Source: an optimization exercise on an open RTL-to-GDS flow (aim: small area). Production flows keep margins and buffers that such runs may drop. Function was checked by simulation only, so behaviour that the tests miss may differ from the original.

`flow/design.v`:
```
module fbw_fsync (
    input  wire        clk,
    input  wire        rst,
    input  wire        rx_valid,
    input  wire [7:0]  rx_data,
    output reg         pkt_valid,
    output wire [15:0] pkt_axisX,
    output wire [15:0] pkt_axisY,
    output wire [7:0]  pkt_button,
    output reg  [1:0]  fs_diag
);
    localparam [7:0] SENTINEL = 8'hAA;
    reg       in_frame;
    reg [2:0] fill;
    reg [7:0] buf1, buf2, buf3, buf4, buf5;    
    wire [7:0] chk = buf1 + buf2 + buf3 + buf4 + buf5;
    assign pkt_axisX  = {buf2, buf1};
    assign pkt_axisY  = {buf4, buf3};
    assign pkt_button = buf5;
    always @(*) begin
        pkt_valid = 1'b0;
        fs_diag   = 2'd0;
        if (!rst && rx_valid) begin
            if (!in_frame) begin
                if (rx_data != SENTINEL)
                    fs_diag = 2'd1;                
            end else if (fill == 3'd6) begin
                if (chk == rx_data)
                    pkt_valid = 1'b1;              
                else
                    fs_diag = 2'd2;                
            end
        end
    end
    always @(posedge clk) begin
        if (rst) begin
            in_frame <= 1'b0;
            fill     <= 3'd0;
        end else if (rx_valid) begin
            if (!in_frame) begin
                if (rx_data == SENTINEL) begin
                    in_frame <= 1'b1;
                    fill     <= 3'd1;
                end
            end else if (fill == 3'd6) begin
                in_frame <= 1'b0;
                fill     <= 3'd0;
            end else begin
                fill <= fill + 3'd1;
            end
        end
    end
    always @(posedge clk) begin
        if (!rst && rx_valid && in_frame) begin
            case (fill)
                3'd1: buf1 <= rx_data;
                3'd2: buf2 <= rx_data;
                3'd3: buf3 <= rx_data;
                3'd4: buf4 <= rx_data;
                3'd5: buf5 <= rx_data;
                default: ;
            endcase
        end
    end
endmodule
module fbw_unpack (
    input  wire        rst,
    input  wire        pl_valid,
    input  wire [7:0]  pl_len,
    input  wire [39:0] pl_data,
    output wire        upk_valid,
    output wire [15:0] upk_axisX,
    output wire [15:0] upk_axisY,
    output wire [7:0]  upk_button,
    output wire [1:0]  pl_diag
);
    localparam [7:0] PAYLOAD_LEN = 8'd5;
    wire take = !rst && pl_valid;
    assign upk_valid  = take && (pl_len == PAYLOAD_LEN);
    assign pl_diag    = (take && (pl_len != PAYLOAD_LEN)) ? 2'd3 : 2'd0;
    assign upk_axisX  = pl_data[15:0];
    assign upk_axisY  = pl_data[31:16];
    assign upk_button = pl_data[39:32];
endmodule
module fbw_axmap #(
    parameter integer TRAVEL = 45
) (
    input  wire [15:0] raw,
    output wire [7:0]  angle
);
    localparam integer CENTER   = 90;
    localparam integer AXIS_DIV = 32767;
    wire signed [15:0] raw_s = raw;
    wire signed [16:0] r     = (raw == 16'h8000) ? -17'sd32767 : raw_s;
    wire signed [25:0] prod  = r * TRAVEL;
    wire signed [25:0] delta = prod / AXIS_DIV;         
    wire signed [25:0] cent  = CENTER + delta;
    assign angle = (cent < 0)   ? 8'd0 :
                   (cent > 180) ? 8'd180 :
                                  cent[7:0];
endmodule
module fbw_fsafe #(
    parameter integer TRAVEL     = 45,
    parameter integer TIMEOUT_MS = 800
) (
    input  wire        clk,
    input  wire        rst,
    input  wire        pkt_valid,
    input  wire [15:0] pkt_axisX,
    input  wire [15:0] pkt_axisY,
    input  wire        poll,
    input  wire [31:0] now,
    output wire [39:0] servo_angle,
    output reg         servo_upd,
    output reg         failsafe
);
    localparam [7:0] CENTER = 8'd90;
    reg        link_state;       
    reg        ts_valid;
    reg [31:0] last_ts;
    reg        fresh;
    reg [7:0]  angle0, angle1, angle2, angle3, angle4;
    wire [7:0] ax, ay;
    fbw_axmap #(.TRAVEL(TRAVEL)) u_mapx (.raw(pkt_axisX), .angle(ax));
    fbw_axmap #(.TRAVEL(TRAVEL)) u_mapy (.raw(pkt_axisY), .angle(ay));
    wire [7:0] mix0 = ax;
    wire [7:0] mix1 = 8'd180 - ax;
    wire [7:0] mix2 = ay;
    wire [7:0] mix3 = ay;
    wire [7:0] mix4 = ay;
    wire [31:0] elapsed = now - last_ts;
    wire        expired = !ts_valid || (elapsed > TIMEOUT_MS);
    wire        force_n = poll && !pkt_valid && !fresh && expired;
    always @(*) begin
        servo_upd = 1'b0;
        failsafe  = link_state;
        if (rst) begin
            failsafe = 1'b1;
        end else if (pkt_valid) begin
            servo_upd = 1'b1;
            failsafe  = 1'b0;
        end else if (force_n) begin
            servo_upd = 1'b1;
            failsafe  = 1'b1;
        end
    end
    always @(posedge clk) begin
        if (rst) begin
            link_state <= 1'b1;
            ts_valid   <= 1'b0;
            fresh      <= 1'b0;
            angle0 <= CENTER;
            angle1 <= CENTER;
            angle2 <= CENTER;
            angle3 <= CENTER;
            angle4 <= CENTER;
        end else if (pkt_valid) begin
            link_state <= 1'b0;
            ts_valid   <= 1'b1;
            fresh      <= !poll;
            angle0 <= mix0;
            angle1 <= mix1;
            angle2 <= mix2;
            angle3 <= mix3;
            angle4 <= mix4;
        end else if (poll) begin
            fresh <= 1'b0;
            if (force_n) begin
                link_state <= 1'b1;
                angle0 <= CENTER;
                angle1 <= CENTER;
                angle2 <= CENTER;
                angle3 <= CENTER;
                angle4 <= CENTER;
            end
        end
    end
    always @(posedge clk) begin
        if (!rst && pkt_valid)
            last_ts <= now;
    end
    assign servo_angle = {angle4, angle3, angle2, angle1, angle0};
endmodule
module fbw_lcb (
    input  wire        clk,
    input  wire        rst,
    input  wire        rx_valid,
    input  wire [7:0]  rx_data,
    output wire        pkt_valid,
    output wire [15:0] pkt_axisX,
    output wire [15:0] pkt_axisY,
    output wire [7:0]  pkt_button,
    output wire [1:0]  fs_diag,
    input  wire        pl_valid,
    input  wire [7:0]  pl_len,
    input  wire [39:0] pl_data,
    output wire        upk_valid,
    output wire [15:0] upk_axisX,
    output wire [15:0] upk_axisY,
    output wire [7:0]  upk_button,
    output wire [1:0]  pl_diag,
    input  wire        poll,
    input  wire [31:0] now,
    output wire [39:0] servo_angle,
    output wire        servo_upd,
    output wire        failsafe
);
    fbw_fsync u_fsync (
        .clk(clk), .rst(rst),
        .rx_valid(rx_valid), .rx_data(rx_data),
        .pkt_valid(pkt_valid), .pkt_axisX(pkt_axisX), .pkt_axisY(pkt_axisY),
        .pkt_button(pkt_button), .fs_diag(fs_diag)
    );
    fbw_unpack u_unpack (
        .rst(rst),
        .pl_valid(pl_valid), .pl_len(pl_len), .pl_data(pl_data),
        .upk_valid(upk_valid), .upk_axisX(upk_axisX), .upk_axisY(upk_axisY),
        .upk_button(upk_button), .pl_diag(pl_diag)
    );
    fbw_fsafe #(.TRAVEL(45), .TIMEOUT_MS(800)) u_fsafe (
        .clk(clk), .rst(rst),
        .pkt_valid(upk_valid), .pkt_axisX(upk_axisX), .pkt_axisY(upk_axisY),
        .poll(poll), .now(now),
        .servo_angle(servo_angle), .servo_upd(servo_upd), .failsafe(failsafe)
    );
endmodule
```
`flow/run.sh`:
```
#!/bin/bash
# synth_recipe.tcl (not shown) runs the flow's synth.tcl, then flattens the netlist and writes it again
# the make line also repeats each setting of config.mk as NAME=value (left out here)
make -C /OpenROAD-flow-scripts/flow DESIGN_CONFIG=/design/flow/config.mk WORK_HOME=/design/flow/orfs CLKGATE_MAP_FILE= SYNTH_SCRIPT=/design/flow/synth_recipe.tcl finish
```
`flow/config.mk`:
```
export PLATFORM = sky130hd
export DESIGN_NAME = fbw_lcb
export DESIGN_NICKNAME = fbw_lcb
export VERILOG_FILES = /design/flow/design.v
export SDC_FILE = /design/flow/constraint.sdc
export NUM_CORES = 4
export LEC_CHECK = 0
export CAP_MARGIN = 20
export CORE_MARGIN = 2
export CORE_UTILIZATION = 40
export SLEW_MARGIN = 20
```
`flow/constraint.sdc`:
```
create_clock -name core_clock -period 25.0 [get_ports {clk}]
set_input_delay 5.0000 -clock core_clock [delete_from_list [all_inputs] [get_ports {clk}]]
set_output_delay 5.0000 -clock core_clock [all_outputs]
set_load 0.01 [all_outputs]
```
==> results.py <==
metrics = {
    "outcome": {
        "status": "finished clean",
    },
    "yosys": {
        "synth_top_family_by_area": "compound AO/OA/AOI/OAI gates",
        "synthArstFlopShare": 0,
        "yosys.area_share.simple": 0.2537,
        "synth-edff-count": 72,
        "synthCells": 2808,
        "synth_seq_area_share": 0.1291,
        "yosysWarnings": 2,
        "synth_area_per_cell_um2": 7.621,
        "yosys.area_share.xor_xnor": 0.08835,
        "synth_ff_type": "edfxtp_1",
        "synth_nets": 3144,
        "synth-compound-area-share": 0.2593,
        "syn_area_um2": 21400,
        "ys_ff_latch": 102,
        "synthMuxAreaShare": 0.01824,
        "synth_fa_ha_area_frac": 0.1696,
        "yosysUniqueCellTypes": 125,
    },
    "drt": {
        "drt-initial-drc-count": 1589,
        "drc": 0,
        "wl_per_cell_um": 18.59,
        "routed-via-count": 21607,
        "routed_wl_mm": 67.22,
        "drtAntennaViolNets": 0,
        "viasPerCell": 5.975,
        "drt_first_pass_iters": 7,
    },
    "critical_path": {
        "slowest_delay_ps": 860,
        "critPathSlowestCell": "a2111oi_0",
        "start_kind": "primary input",
        "reg2regPathDepth": 42,
        "crit_start": "pl_data[15]",
        "path_max_fanout": 20,
        "cp-end-kind": "flop",
        "regToRegEndpoint": "u_fsafe.angle1[6]$_SDFFE_PP1P_",
        "reg2reg_from": "u_fsafe.last_ts[1]$_DFFE_PP_",
        "critPathKind": "primary input to flop",
        "worstSetupEndpoint": "u_fsafe.angle1[4]$_SDFFE_PP1P_",
        "rrSetupSlack_ps": 17330,
        "arrival_ps": 24110,
        "crit_required_ps": 25240,
    },
    "timing": {
        "slew_viol_final": 0,
        "fin_skew_ps": 10.83,
        "tightest_slew_ps": 1044,
        "finalCriticalPeriod_ps": 23870,
        "max_freq_ghz": 0.04190,
        "setup_tns_ps": 0,
        "setup-violations-final": 0,
        "post-route-period-util": 0.9546,
        "finalHoldViolCount": 0,
        "max_slew_margin": 0.2949,
        "setup_ws_ps": 1135,
    },
    "global_routing": {
        "grt_max_degree": 22,
        "grt_pass1_vias": 20883,
        "grtUsageTotal": 0.2352,
        "grt_antenna_before_repair": 0,
        "grt_pass1_wl_mm": 108.9,
        "globalRouteOverflowTotal": 0,
    },
    "clock_network": {
        "clock-sinks": 102,
        "root_buffer": "clkbuf_16",
        "clockBufferDepth": 2,
        "hold_buffers": 0,
        "cts_htree_levels": 3,
        "cts_tree": "done",
        "cts_buffers": 9,
        "clk_pin_slew_ps": 60,
        "clock_latency_ps": 360,
    },
    "floorplan": {
        "fp-row-count": 84,
        "die-area_um2": 55360,
        "io_pins": 221,
        "core_um2": 52760,
        "die_y_um": 235.3,
        "die_x_um": 235.3,
        "initial_core_util": 0.4056,
    },
    "run": {
        "maxCapViolCount": 0,
    },
    "place": {
        "dp_slack_ps": 263.1,
        "port_buffers": 204,
        "hpwl_mm": 55.60,
        "place.gp.congestion": 0.9723,
    },
    "cells_and_area": {
        "fin_nets": 3258,
        "num-fill-cells": 5324,
        "utilization": 0.4594,
        "drive_above_1_share": 0.06184,
        "area_growth_pct": 13.25,
    },
    "worst_hold_path": {
        "worstHoldStart": "u_fsafe.link_state$_SDFFE_PP1P_",
        "worstHoldPathType": "flop to flop",
    },
}
cell families after synthesis:
logic type | Yosys count
AO/OA/AOI/OAI | 762
adder cells (fa/ha/maj) | 244
flip-flops | 102
AND/OR/NAND/NOR | 1046
XOR/XNOR | 215
multiplexers | 37
buffers and inverters | 402
Yosys cell counts (20+ instances only):
| cell type | count | share of area |
|---|---|---|
| edfxtp_1 | 72 | 0.10 |
| dfxtp_1 | 30 | 0.028 |
| nor3_1 | 98 | 0.023 |
| o211ai_1 | 35 | 0.012 |
| buf_4 | 58 | 0.020 |
| a21boi_0 | 22 | 0.0077 |
| o31ai_1 | 21 | 0.0074 |
| and2_1 | 36 | 0.011 |
| a21oi_1 | 139 | 0.033 |
| nand3_1 | 112 | 0.026 |
| a211oi_1 | 33 | 0.012 |
| nor4_1 | 34 | 0.0099 |
| nand2b_1 | 28 | 0.0082 |
| or3_1 | 43 | 0.013 |
| inv_1 | 266 | 0.047 |
| clkbuf_1 | 61 | 0.011 |
| mux2i_1 | 23 | 0.011 |
| fa_1 | 77 | 0.072 |
| nand4_1 | 46 | 0.013 |
| nor2b_1 | 20 | 0.0058 |
| nand2_1 | 227 | 0.040 |
| xor2_1 | 70 | 0.029 |
| o21ai_0 | 130 | 0.030 |
| and3_1 | 41 | 0.012 |
| o21a_1 | 23 | 0.0081 |
| a21o_1 | 47 | 0.016 |
| a31oi_1 | 36 | 0.011 |
| nor2_1 | 231 | 0.041 |
| a211o_1 | 23 | 0.0094 |
| xnor2_1 | 144 | 0.059 |
| or2_2 | 28 | 0.0082 |
| ha_1 | 166 | 0.097 |
per-stage QoR:
step / instances / hold WS (ps) / instance area [µm²]
6_report: 3616 / 455.1 / 24240
5_1_grt: 3615 / 471.5 / 24230
4_1_cts: 3612 / 459.9 / 24140
3_5_place_dp: 3596 / 445.1 / 23810
3_3_place_gp: 3596 / 434.4 / 23810
2_1_floorplan: 2808 / 427.3 / 21400
how the worst min path moves through the flow:
stage	cells after the start	slack (ps)	endpoint
floorplan	1	430	u_fsafe.link_state$_SDFFE_PP1P_
global placement	1	430	u_fsafe.link_state$_SDFFE_PP1P_
detailed placement	1	450	u_fsafe.link_state$_SDFFE_PP1P_
CTS	1	460	u_fsafe.link_state$_SDFFE_PP1P_
global route	1	470	u_fsafe.link_state$_SDFFE_PP1P_
finish	1	460	u_fsafe.link_state$_SDFFE_PP1P_
per-layer routing:
metal  global-route usage  wire length [µm]  vias to the layer above  part of all wire
met5                    0                 0                        -                 0
met4              0.05617              1363                        0             0.020
met3              0.02650              3262                       85             0.049
met2               0.4031             31500                      642              0.47
met1               0.3160             31090                    10401              0.46
li1                     -                 -                    10479                 -
sequential cells by signal, summed over array words and instances (netlist names), 3 cells and up:
name,flops
u_fsafe.angle0,7
u_fsafe.angle1,8
u_fsafe.angle2,8
u_fsafe.last_ts,32
u_fsync.buf1,8
u_fsync.buf2,8
u_fsync.buf3,8
u_fsync.buf4,8
u_fsync.buf5,8
u_fsync.fill,3
cells in the final DEF, fill, tap and decap left out, types with 22 or more instances in the layout:
cell type	synthesis	routed
inv_1	266	266
nor2_1	231	229
nand2_1	227	227
clkdlybuf4s50_1	0	204
ha_1	166	166
xnor2_1	144	143
a21oi_1	139	137
o21ai_0	130	129
nand3_1	112	112
nor3_1	98	93
fa_1	77	77
edfxtp_1	72	72
xor2_1	70	70
a21o_1	47	47
nand4_1	46	46
or3_1	43	42
and3_1	41	40
and2_1	36	36
a31oi_1	36	36
o211ai_1	35	35
nor4_1	34	34
buf_4	58	34
a211oi_1	33	32
dfxtp_1	30	30
or2_2	28	28
nand2b_1	28	28
o21a_1	23	23
mux2i_1	23	23
a211o_1	23	23
a21boi_0	22	22
final cells by class:
cell class | count | area [µm²] | share of cell area
Inverter | 267 | 1002 | 0.04135
Sequential cell | 102 | 2763 | 0.1140
Antenna cell | 1 | 2.502 | 0.0001033
Multi-Input combinational cell | 2304 | 16980 | 0.7007
Clock buffer | 10 | 229.0 | 0.009448
Tap cell | 688 | 860.8 | 0.03552
Clock inverter | 6 | 100.1 | 0.004130
Timing Repair Buffer | 238 | 2297 | 0.09479
timing repair:
item / 4_1_cts / 5_1_grt
endpoints found under the setup margin: 0 / 15
buffers inserted: 0 / 3
gates resized for setup: 0 / 16
critical path, delay by kind of cell:
family	cells	cell delay, ps
compound gates	29	7930
simple gates	15	5420
fa+ha+maj	9	3230
buf+inv	11	1680
xor+xnor	3	820

[afterwards: timing with drivers on the ports]
How much do the figures lean on ideal ports? The routed layout below was timed once more, with nothing changed but the port constraints.
Step 1 assumes that a clkbuf_16 drives the clock port and a buf_2 every other input.
Step 2 adds t to the input delays and takes it off the output delays; t is the mean of the earliest and latest rising clock arrival at the registers after step 1. Input paths then give back, and output paths get back, about the clock's delay inside the block.
a / b / c = no drivers / after step 1 / after step 2; a / b = the first two.
shift t [ns]: 0.400
slack for setup (ns): 1.135 / 1.163 / 0.763
worst setup path after step 2: input to register
slew at the worst register clock pin (ns): 0.08 / 0.08
worst slew at a driven data input, ns: 0.08
After both steps this run still meets setup and hold. For this run, drivers alone change the setup slack by +0.028 ns; drivers and shift together by -0.372 ns.
